This design comes from an exercise in tuning for small area on the open sky130 flow, not from production work.
Only simulation tests tie the RTL to the original design; equivalence was not proved.
No activity file was given, so power comes from the tool's default toggle rates.

[flow/config.mk]
export PLATFORM = sky130hd
export DESIGN_NAME = ws_lpc
export DESIGN_NICKNAME = ws_lpc
export VERILOG_FILES = /design/flow/design.v
export SDC_FILE = /design/flow/constraint.sdc
export NUM_CORES = 4
export LEC_CHECK = 0
export CAP_MARGIN = 20
export CORE_MARGIN = 2
export CORE_UTILIZATION = 40
export SLEW_MARGIN = 20
[flow/constraint.sdc]
create_clock -name core_clock -period 10.0 [get_ports {clk}]
set_input_delay 2.0000 -clock core_clock [delete_from_list [all_inputs] [get_ports {clk}]]
set_output_delay 2.0000 -clock core_clock [all_outputs]
set_load 0.01 [all_outputs]
[flow/design.v]
module ws_lpc (
    input  wire        clk,
    input  wire        rst,         
    input  wire        cmd_valid,
    input  wire [11:0] cmd,         
    output wire        cmd_ready,
    output wire        busy,
    output wire [2:0]  err,
    output wire        rvalid,
    output wire        chkok,
    output wire [39:0] rdata,
    output wire        scl_o,
    output wire        sda_o,
    input  wire        sda_i,
    output wire        dq_oe,
    output wire        dq_o,
    input  wire        dq_i,
    output wire        dly_req,
    output wire        dly_sel,
    input  wire        dly_done
);
    localparam integer ACK_TIMEOUT    = 250;
    localparam integer SENSOR_TIMEOUT = 1000;
    localparam integer TOCNT_W        = 10;
    localparam [3:0] OP_START  = 4'h1;
    localparam [3:0] OP_STOP   = 4'h2;
    localparam [3:0] OP_WRITE  = 4'h3;
    localparam [3:0] OP_ACK    = 4'h4;
    localparam [3:0] OP_SENSOR = 4'h8;
    localparam [2:0] E_NONE    = 3'd0;
    localparam [2:0] E_ACK     = 3'd1;
    localparam [2:0] E_HSHAKE  = 3'd2;
    localparam [2:0] E_BIT     = 3'd3;
    localparam [2:0] E_ILLEGAL = 3'd4;
    reg               scl_out;
    reg               sda_out;
    reg               dq_oe_r;
    reg               busy_r;
    reg  [3:0]        opr;
    reg  [3:0]        phase;
    reg  [5:0]        bitcnt;
    reg  [7:0]        txsh;
    reg  [39:0]       rxsh;
    reg               rvalid_r;
    reg  [2:0]        err_r;
    reg  [TOCNT_W-1:0] tocnt;
    wire [3:0] cmd_op  = cmd[11:8];
    wire [7:0] cmd_arg = cmd[7:0];
    wire       cmd_legal = (cmd_op == OP_START) || (cmd_op == OP_STOP) ||
                           (cmd_op == OP_WRITE) || (cmd_op == OP_ACK) ||
                           (cmd_op == OP_SENSOR);
    localparam [TOCNT_W-1:0] ACK_LAST    = ACK_TIMEOUT - 1;
    localparam [TOCNT_W-1:0] SENSOR_LAST = SENSOR_TIMEOUT - 1;
    wire ack_expired    = (tocnt >= ACK_LAST);
    wire sensor_expired = (tocnt >= SENSOR_LAST);
    always @(posedge clk) begin
        if (rst) begin
            scl_out  <= 1'b1;
            sda_out  <= 1'b1;
            dq_oe_r  <= 1'b0;
            busy_r   <= 1'b0;
            opr      <= 4'h0;
            phase    <= 4'd0;
            bitcnt   <= 6'd0;
            txsh     <= 8'h00;
            rxsh     <= 40'd0;
            rvalid_r <= 1'b0;
            err_r    <= E_NONE;
            tocnt    <= {TOCNT_W{1'b0}};
        end else if (!busy_r) begin
            if (cmd_valid) begin
                if (cmd_legal) begin
                    busy_r <= 1'b1;
                    opr    <= cmd_op;
                    phase  <= 4'd0;
                    tocnt  <= {TOCNT_W{1'b0}};
                    err_r  <= E_NONE;
                    if (cmd_op == OP_WRITE) begin
                        txsh   <= cmd_arg;
                        bitcnt <= 6'd8;
                    end
                    if (cmd_op == OP_SENSOR) begin
                        rxsh     <= 40'd0;
                        rvalid_r <= 1'b0;
                        bitcnt   <= 6'd0;
                    end
                end else begin
                    err_r <= E_ILLEGAL;
                end
            end
        end else begin
            case (opr)
                OP_START: begin
                    case (phase)
                        4'd0: begin sda_out <= 1'b1; phase <= 4'd1; end
                        4'd1: begin scl_out <= 1'b1; phase <= 4'd2; end
                        4'd2: begin sda_out <= 1'b0; phase <= 4'd3; end
                        default: begin
                            scl_out <= 1'b0;
                            busy_r  <= 1'b0;
                            phase   <= 4'd0;
                        end
                    endcase
                end
                OP_STOP: begin
                    case (phase)
                        4'd0: begin scl_out <= 1'b0; phase <= 4'd1; end
                        4'd1: begin sda_out <= 1'b0; phase <= 4'd2; end
                        4'd2: begin scl_out <= 1'b1; phase <= 4'd3; end
                        default: begin
                            sda_out <= 1'b1;
                            busy_r  <= 1'b0;
                            phase   <= 4'd0;
                        end
                    endcase
                end
                OP_WRITE: begin
                    case (phase)
                        4'd0: begin scl_out <= 1'b0;    phase <= 4'd1; end
                        4'd1: begin sda_out <= txsh[7]; phase <= 4'd2; end
                        default: begin
                            scl_out <= 1'b1;
                            txsh    <= {txsh[6:0], 1'b0};
                            bitcnt  <= bitcnt - 6'd1;
                            phase   <= 4'd0;
                            tocnt   <= {TOCNT_W{1'b0}};
                            if (bitcnt == 6'd1)
                                busy_r <= 1'b0;
                        end
                    endcase
                end
                OP_ACK: begin
                    case (phase)
                        4'd0: begin sda_out <= 1'b1; phase <= 4'd1; end
                        4'd1: begin scl_out <= 1'b1; phase <= 4'd2; end
                        default: begin
                            if (!sda_i) begin
                                busy_r <= 1'b0;
                                phase  <= 4'd0;
                                tocnt  <= {TOCNT_W{1'b0}};
                            end else if (ack_expired) begin
                                err_r  <= E_ACK;
                                busy_r <= 1'b0;
                                phase  <= 4'd0;
                                tocnt  <= {TOCNT_W{1'b0}};
                            end else begin
                                tocnt <= tocnt + 1'b1;
                            end
                        end
                    endcase
                end
                OP_SENSOR: begin
                    case (phase)
                        4'd0: begin dq_oe_r <= 1'b1; phase <= 4'd1; tocnt <= 0; end
                        4'd1: begin
                            if (dly_done) begin phase <= 4'd2; tocnt <= 0; end
                        end
                        4'd2: begin dq_oe_r <= 1'b0; phase <= 4'd3; tocnt <= 0; end
                        4'd3, 4'd5: begin
                            if (!dq_i) begin
                                phase <= phase + 4'd1;
                                tocnt <= 0;
                            end else if (sensor_expired) begin
                                err_r  <= E_HSHAKE;
                                busy_r <= 1'b0;
                                phase  <= 4'd0;
                                tocnt  <= 0;
                            end else begin
                                tocnt <= tocnt + 1'b1;
                            end
                        end
                        4'd4: begin
                            if (dq_i) begin
                                phase <= 4'd5;
                                tocnt <= 0;
                            end else if (sensor_expired) begin
                                err_r  <= E_HSHAKE;
                                busy_r <= 1'b0;
                                phase  <= 4'd0;
                                tocnt  <= 0;
                            end else begin
                                tocnt <= tocnt + 1'b1;
                            end
                        end
                        4'd6: begin
                            if (dq_i) begin
                                phase <= 4'd7;
                                tocnt <= 0;
                            end else if (sensor_expired) begin
                                err_r  <= E_BIT;
                                busy_r <= 1'b0;
                                phase  <= 4'd0;
                                tocnt  <= 0;
                            end else begin
                                tocnt <= tocnt + 1'b1;
                            end
                        end
                        4'd7: begin
                            if (dly_done) begin phase <= 4'd8; tocnt <= 0; end
                        end
                        4'd8: begin
                            rxsh   <= {rxsh[38:0], dq_i};
                            bitcnt <= bitcnt + 6'd1;
                            phase  <= 4'd9;
                            tocnt  <= 0;
                        end
                        4'd9: begin
                            if (!dq_i) begin
                                phase <= (bitcnt == 6'd40) ? 4'd10 : 4'd6;
                                tocnt <= 0;
                            end else if (sensor_expired) begin
                                err_r  <= E_BIT;
                                busy_r <= 1'b0;
                                phase  <= 4'd0;
                                tocnt  <= 0;
                            end else begin
                                tocnt <= tocnt + 1'b1;
                            end
                        end
                        4'd10: begin
                            rvalid_r <= 1'b1;
                            busy_r   <= 1'b0;
                            phase    <= 4'd0;
                            tocnt    <= 0;
                        end
                        default: begin
                            busy_r <= 1'b0;
                            phase  <= 4'd0;
                            tocnt  <= 0;
                        end
                    endcase
                end
                default: begin
                    busy_r <= 1'b0;
                    phase  <= 4'd0;
                    tocnt  <= 0;
                end
            endcase
        end
    end
    wire [7:0] sum4 = rxsh[39:32] + rxsh[31:24] + rxsh[23:16] + rxsh[15:8];
    assign cmd_ready = ~busy_r;
    assign busy      = busy_r;
    assign err       = err_r;
    assign rvalid    = rvalid_r;
    assign chkok     = rvalid_r && (sum4 == rxsh[7:0]);
    assign rdata     = rxsh;
    assign scl_o     = scl_out;
    assign sda_o     = sda_out;
    assign dq_oe     = dq_oe_r;
    assign dq_o      = 1'b0;
    assign dly_req   = busy_r && (opr == OP_SENSOR) && (phase == 4'd1 || phase == 4'd7);
    assign dly_sel   = (phase == 4'd7);
endmodule
[flow/run.sh]
#!/bin/bash
# synth_recipe.tcl (not shown) runs the flow's synth.tcl, then flattens the netlist and writes it again
# the make line also repeats each setting of config.mk as NAME=value (left out here)
make -C /OpenROAD-flow-scripts/flow DESIGN_CONFIG=/design/flow/config.mk WORK_HOME=/design/flow/orfs CLKGATE_MAP_FILE= SYNTH_SCRIPT=/design/flow/synth_recipe.tcl finish
==> report_table.html <==
<table>
<tr><th>Metric</th><th>Value</th></tr>
<tr><th colspan="2">Global route</th></tr>
<tr><td>Initial antenna violation count</td><td>0</td></tr>
<tr><td>Vias in the first global route</td><td>4469</td></tr>
<tr><td>Pin count of the biggest net entering global routing</td><td>71</td></tr>
<tr><td>Global-route wire length before repair</td><td>23.0 mm</td></tr>
<tr><td>All-Layer GR Usage</td><td>20.1%</td></tr>
<tr><td>Congestion Overflow GR</td><td>0</td></tr>
<tr><th colspan="2">Die</th></tr>
<tr><td>Die outline width</td><td>117 um</td></tr>
<tr><td>Placeable Area</td><td>0.0126 mm2</td></tr>
<tr><td>Area enclosed by the die boundary</td><td>0.0138 mm2</td></tr>
<tr><td>Die outline height</td><td>117 um</td></tr>
<tr><td>FP Rows</td><td>41</td></tr>
<tr><td>Count of pins on the block boundary</td><td>71</td></tr>
<tr><td>Initial Utilization</td><td>40.8%</td></tr>
<tr><th colspan="2">Pwr</th></tr>
<tr><td>Fraction of power spent switching nets</td><td>26.0%</td></tr>
<tr><td>Switching power</td><td>183 uW</td></tr>
<tr><td>Leakage power</td><td>2.04 nW</td></tr>
<tr><td>Post-layout total power</td><td>705 uW</td></tr>
<tr><td>Cell internal pwr</td><td>521 uW</td></tr>
<tr><td>Power density of the placed cells</td><td>116 mW/mm2</td></tr>
<tr><td>Power share of the sequential group</td><td>46.7%</td></tr>
<tr><td>Combinational fraction of design power</td><td>9.3%</td></tr>
<tr><td>Worst ir drop on vdd</td><td>0.0725 mV</td></tr>
<tr><td>Share of total power in the clock network</td><td>43.9%</td></tr>
<tr><th colspan="2">STA</th></tr>
<tr><td>Number of hold-slack violations in the final timing report</td><td>0</td></tr>
<tr><td>Max-slew violation count</td><td>0</td></tr>
<tr><td>Slew Limit Headroom</td><td>28.4%</td></tr>
<tr><td>Highest Clock Rate</td><td>172 MHz</td></tr>
<tr><td>Tcrit/Tclk final</td><td>58.1%</td></tr>
<tr><td>Worst Skew</td><td>0.00513 ns</td></tr>
<tr><td>Setup total negative slack</td><td>0 ns</td></tr>
<tr><td>Shortest period the worst path allows</td><td>5.81 ns</td></tr>
<tr><td>Final number of setup-violating endpoints</td><td>0</td></tr>
<tr><td>Slew @ Worst Pin</td><td>1.07 ns</td></tr>
<tr><td>RSZ-0062 raised after global routing</td><td>no</td></tr>
<tr><th colspan="2">Drt</th></tr>
<tr><td>Post-detailed-route wirelength per cell</td><td>16.4 um</td></tr>
<tr><td>Routed Wire Length</td><td>13.8 mm</td></tr>
<tr><td>Detail Route Antenna Nets</td><td>0</td></tr>
<tr><td>Routed vias</td><td>4718</td></tr>
<tr><td>Violation count after the first detailed-route iteration</td><td>305</td></tr>
<tr><td>1st-pass router iterations</td><td>5</td></tr>
<tr><td>Number of remaining DRC errors</td><td>0</td></tr>
<tr><td>Via count normalized by instance count</td><td>5.58</td></tr>
<tr><th colspan="2">Place</th></tr>
<tr><td>Port bufs</td><td>69</td></tr>
<tr><td>Routability Congestion</td><td>0.872</td></tr>
<tr><td>HPWL after detailed placement</td><td>9.66 mm</td></tr>
<tr><th colspan="2">Synthesis</th></tr>
<tr><td>Synthesized-area fraction occupied by adder cells</td><td>9.57%</td></tr>
<tr><td>Dominant synthesized flop cell</td><td>sky130_fd_sc_hd__dfxtp_1</td></tr>
<tr><td>Count of synthesis-stage warnings from yosys</td><td>1</td></tr>
<tr><td>Xor and xnor fraction of the mapped netlist area</td><td>5.10%</td></tr>
<tr><td>Synth Area in Simple Gates</td><td>23.8%</td></tr>
<tr><td>Net Count, Synth</td><td>684</td></tr>
<tr><td>Portion of netlist area occupied by mux cells</td><td>2.57%</td></tr>
<tr><td>Largest family of logic cells by synthesized area</td><td>simple AND/OR/NAND/NOR gates</td></tr>
<tr><td>Part of the Yosys area used for sequential elements</td><td>31.1%</td></tr>
<tr><td>Avg Synthesized Cell Area</td><td>8.11 um2</td></tr>
<tr><td>EDFF count, synth</td><td>0</td></tr>
<tr><td>FFs w/ async S/R, synth</td><td>0%</td></tr>
<tr><td>Synth Instances</td><td>635</td></tr>
<tr><td>Share of the synthesized area in compound gates (AO/OA/AOI/OAI)</td><td>21.1%</td></tr>
<tr><td>Synthesized flop and latch total</td><td>80</td></tr>
<tr><td>Count of cell types in the netlist</td><td>83</td></tr>
<tr><td>Combined area of all synthesized cells</td><td>0.00515 mm2</td></tr>
<tr><th colspan="2">Clocking</th></tr>
<tr><td>CTS clock-pin slew for the worst setup and hold paths</td><td>0.06 ns</td></tr>
<tr><td>PostCTS Resize Cnt</td><td>0</td></tr>
<tr><td>Maximum clock insertion buffer count</td><td>2</td></tr>
<tr><td>Cts-stage hold buffer count</td><td>0</td></tr>
<tr><td>Latest clock arrival within the worst-skew pair</td><td>0.34 ns</td></tr>
<tr><td>Clock tree from TritonCTS</td><td>built</td></tr>
<tr><td>TritonCTS Sinks</td><td>80</td></tr>
<tr><td>Clock root buffer</td><td>sky130_fd_sc_hd__clkbuf_16</td></tr>
<tr><td>Post-CTS Setup Inserts</td><td>0</td></tr>
<tr><td>Htree depth</td><td>3</td></tr>
<tr><td>Number of CTS-inserted buffers</td><td>9</td></tr>
<tr><th colspan="2">Job</th></tr>
<tr><td>Number of violations of the max-capacitance limit</td><td>0</td></tr>
<tr><th colspan="2">Worst setup path</th></tr>
<tr><td>Worst path required time</td><td>8.00 ns</td></tr>
<tr><td>Max Fanout on Critical Path</td><td>4</td></tr>
<tr><td>Worst setup path class</td><td>flop to output port</td></tr>
<tr><td>Crit. End Element</td><td>output port</td></tr>
<tr><td>Startpoint types</td><td>flop</td></tr>
<tr><td>Worst path arrival time</td><td>3.81 ns</td></tr>
<tr><th colspan="2">Finish</th></tr>
<tr><td>Fraction of final layout cells with drive strength greater than 1</td><td>6.24%</td></tr>
<tr><td>NumNets Final</td><td>718</td></tr>
<tr><td>Area overhead of the layout relative to synthesis</td><td>18.4%</td></tr>
<tr><td>Count of antenna diodes in the layout</td><td>0</td></tr>
<tr><th colspan="2">Outcome</th></tr>
<tr><td>Status</td><td>no timing/DRC/antenna violations</td></tr>
<tr><th colspan="2">Min path</th></tr>
<tr><td>Hold Crit Class</td><td>flop to flop</td></tr>
</table>
==> state kept, by name, summed over array words and instances, names as in the netlist <==
register	count
bitcnt	6
busy_r	1
tocnt	10
scl_out	1
phase	4
sda_out	1
txsh	8
opr	4
err_r	3
rxsh	40
rvalid_r	1
dq_oe_r	1
==> final timing paths <==
kind / slack, ns / from / depth (start not counted) / endpoint
max: 4.19 / rxsh[9]$_SDFFE_PP0P_ / 10 / chkok
min: 0.48 / err_r[0]$_SDFFE_PP0P_ / 2 / err_r[0]$_SDFFE_PP0P_
max reg2reg: 6.94 / opr[0]$_SDFFE_PP0P_ / 6 / rxsh[16]$_SDFFE_PP0P_
min reg2reg: 0.48 / err_r[0]$_SDFFE_PP0P_ / 2 / err_r[0]$_SDFFE_PP0P_
==> power by group through the flow <==
stage / registers [mW] / logic (mW) / clock network, mW
after floorplan: 0.331 / 0.0514 / 0
after global placement: 0.336 / 0.0648 / 0
after detailed placement: 0.336 / 0.0656 / 0
after CTS: 0.329 / 0.0659 / 0.314
after global routing: 0.330 / 0.0720 / 0.328
final: 0.329 / 0.0659 / 0.310
==> cells in the mapped netlist (16+ instances only) <==
cell	instances	area share [%]
sky130_fd_sc_hd__nand3_1	61	5.9
sky130_fd_sc_hd__xnor2_1	16	2.7
sky130_fd_sc_hd__o21ai_0	23	2.2
sky130_fd_sc_hd__nor2_1	40	2.9
sky130_fd_sc_hd__clkbuf_1	24	1.7
sky130_fd_sc_hd__nand2_1	75	5.5
sky130_fd_sc_hd__a21oi_1	68	6.6
sky130_fd_sc_hd__ha_1	17	4.1
sky130_fd_sc_hd__dfxtp_1	80	31
sky130_fd_sc_hd__inv_1	24	1.7
sky130_fd_sc_hd__nor3_1	16	1.6
==> logic make-up after synthesis <==
family,Yosys count
AOI/OAI and AO/OA,163
xor gates and xnor gates,30
other,1
and+or+nand+nor,243
buffers and inverters,74
muxes,13
DFF,80
adders and majority gates,31
==> metrics by stage <==
stage	area, um2	cells	setup slack [ns]	hold WS (ns)	utilization (%)
finish	6100	845	4.19	0.481	48.3
detailed placement	5820	830	4.54	0.474	46.1
CTS	6100	845	4.17	0.483	48.3
floorplan	5150	635	5.20	0.461	-
global route	6100	845	3.94	0.512	48.3
global placement	5820	830	4.59	0.462	46.1
==> cell type report <==
type / instances / area [um2]
clock inverters: 4 / 30.0
clock buffers: 11 / 243
repair buffers: 72 / 708
fillers: 1273 / 6520
flip-flops and latches: 80 / 1600
multi-input cells: 481 / 3210
well taps: 172 / 215
inverters: 25 / 93.8
==> metal layers <==
layer	global-route usage (%)	vias to the layer above	wire length, um
met5	0	-	0
met4	5.65	0	137
met3	2.52	9	478
met2	33.3	107	6660
met1	27.5	2288	6550
li1	-	2314	-
==> cell usage in the layout, fill, tap and decap left out, types with 3 or more instances in the layout <==
cell	n
sky130_fd_sc_hd__a211oi_1	10
sky130_fd_sc_hd__a21o_1	5
sky130_fd_sc_hd__a21oi_1	68
sky130_fd_sc_hd__a311oi_1	3
sky130_fd_sc_hd__a31oi_1	6
sky130_fd_sc_hd__and2_1	3
sky130_fd_sc_hd__and3_1	3
sky130_fd_sc_hd__buf_4	3
sky130_fd_sc_hd__clkbuf_16	9
sky130_fd_sc_hd__clkdlybuf4s50_1	68
sky130_fd_sc_hd__dfxtp_1	79
sky130_fd_sc_hd__fa_1	14
sky130_fd_sc_hd__ha_1	17
sky130_fd_sc_hd__inv_1	24
sky130_fd_sc_hd__mux2i_1	11
sky130_fd_sc_hd__nand2_1	75
sky130_fd_sc_hd__nand2b_1	4
sky130_fd_sc_hd__nand3_1	61
sky130_fd_sc_hd__nand4_1	6
sky130_fd_sc_hd__nand4b_1	3
sky130_fd_sc_hd__nor2_1	40
sky130_fd_sc_hd__nor2b_1	5
sky130_fd_sc_hd__nor3_1	16
sky130_fd_sc_hd__o21ai_0	23
sky130_fd_sc_hd__o22ai_1	3
sky130_fd_sc_hd__o32ai_1	6
sky130_fd_sc_hd__or2_2	4
sky130_fd_sc_hd__or4b_1	3
sky130_fd_sc_hd__xnor2_1	16
sky130_fd_sc_hd__xor2_1	14
==> critical path: stages, from the launching register on <==
cell and delay, ns:
sky130_fd_sc_hd__dfxtp_1 0.35, sky130_fd_sc_hd__fa_1 0.52, sky130_fd_sc_hd__fa_1 0.53, sky130_fd_sc_hd__ha_1 0.17, sky130_fd_sc_hd__inv_1 0.06, sky130_fd_sc_hd__fa_1 0.49, sky130_fd_sc_hd__xor2_1 0.14, sky130_fd_sc_hd__nand4_1 0.12
sky130_fd_sc_hd__nor4_1 0.30, sky130_fd_sc_hd__and4b_1 0.25, sky130_fd_sc_hd__clkdlybuf4s50_1 0.54

[static timing again, ports no longer ideal]
No port has a modelled driver above. Below, the same layout with a new extraction and two added sets of constraints. Step 1, drivers: a clkbuf_16 drives clk and a buf_2 each remaining input, both assumed. Step 2 times the ports against the registers' clock, not the clock port: input delays grow and output delays shrink by t, the midpoint of the rising clock arrivals with the driver on. Slacks: ideal / step 1 / step 2; pairs: ideal / step 1.
shift t [ns]: 0.371
setup slack, ns: 4.189 / 4.152 / 4.524
worst data-port slew with drivers (ns): 0.03
pins driven straight from the clock port: 1
After both steps setup and hold are still met in this run. The setup slack of this run moves by -0.037 ns with the drivers and by +0.335 ns with both steps.
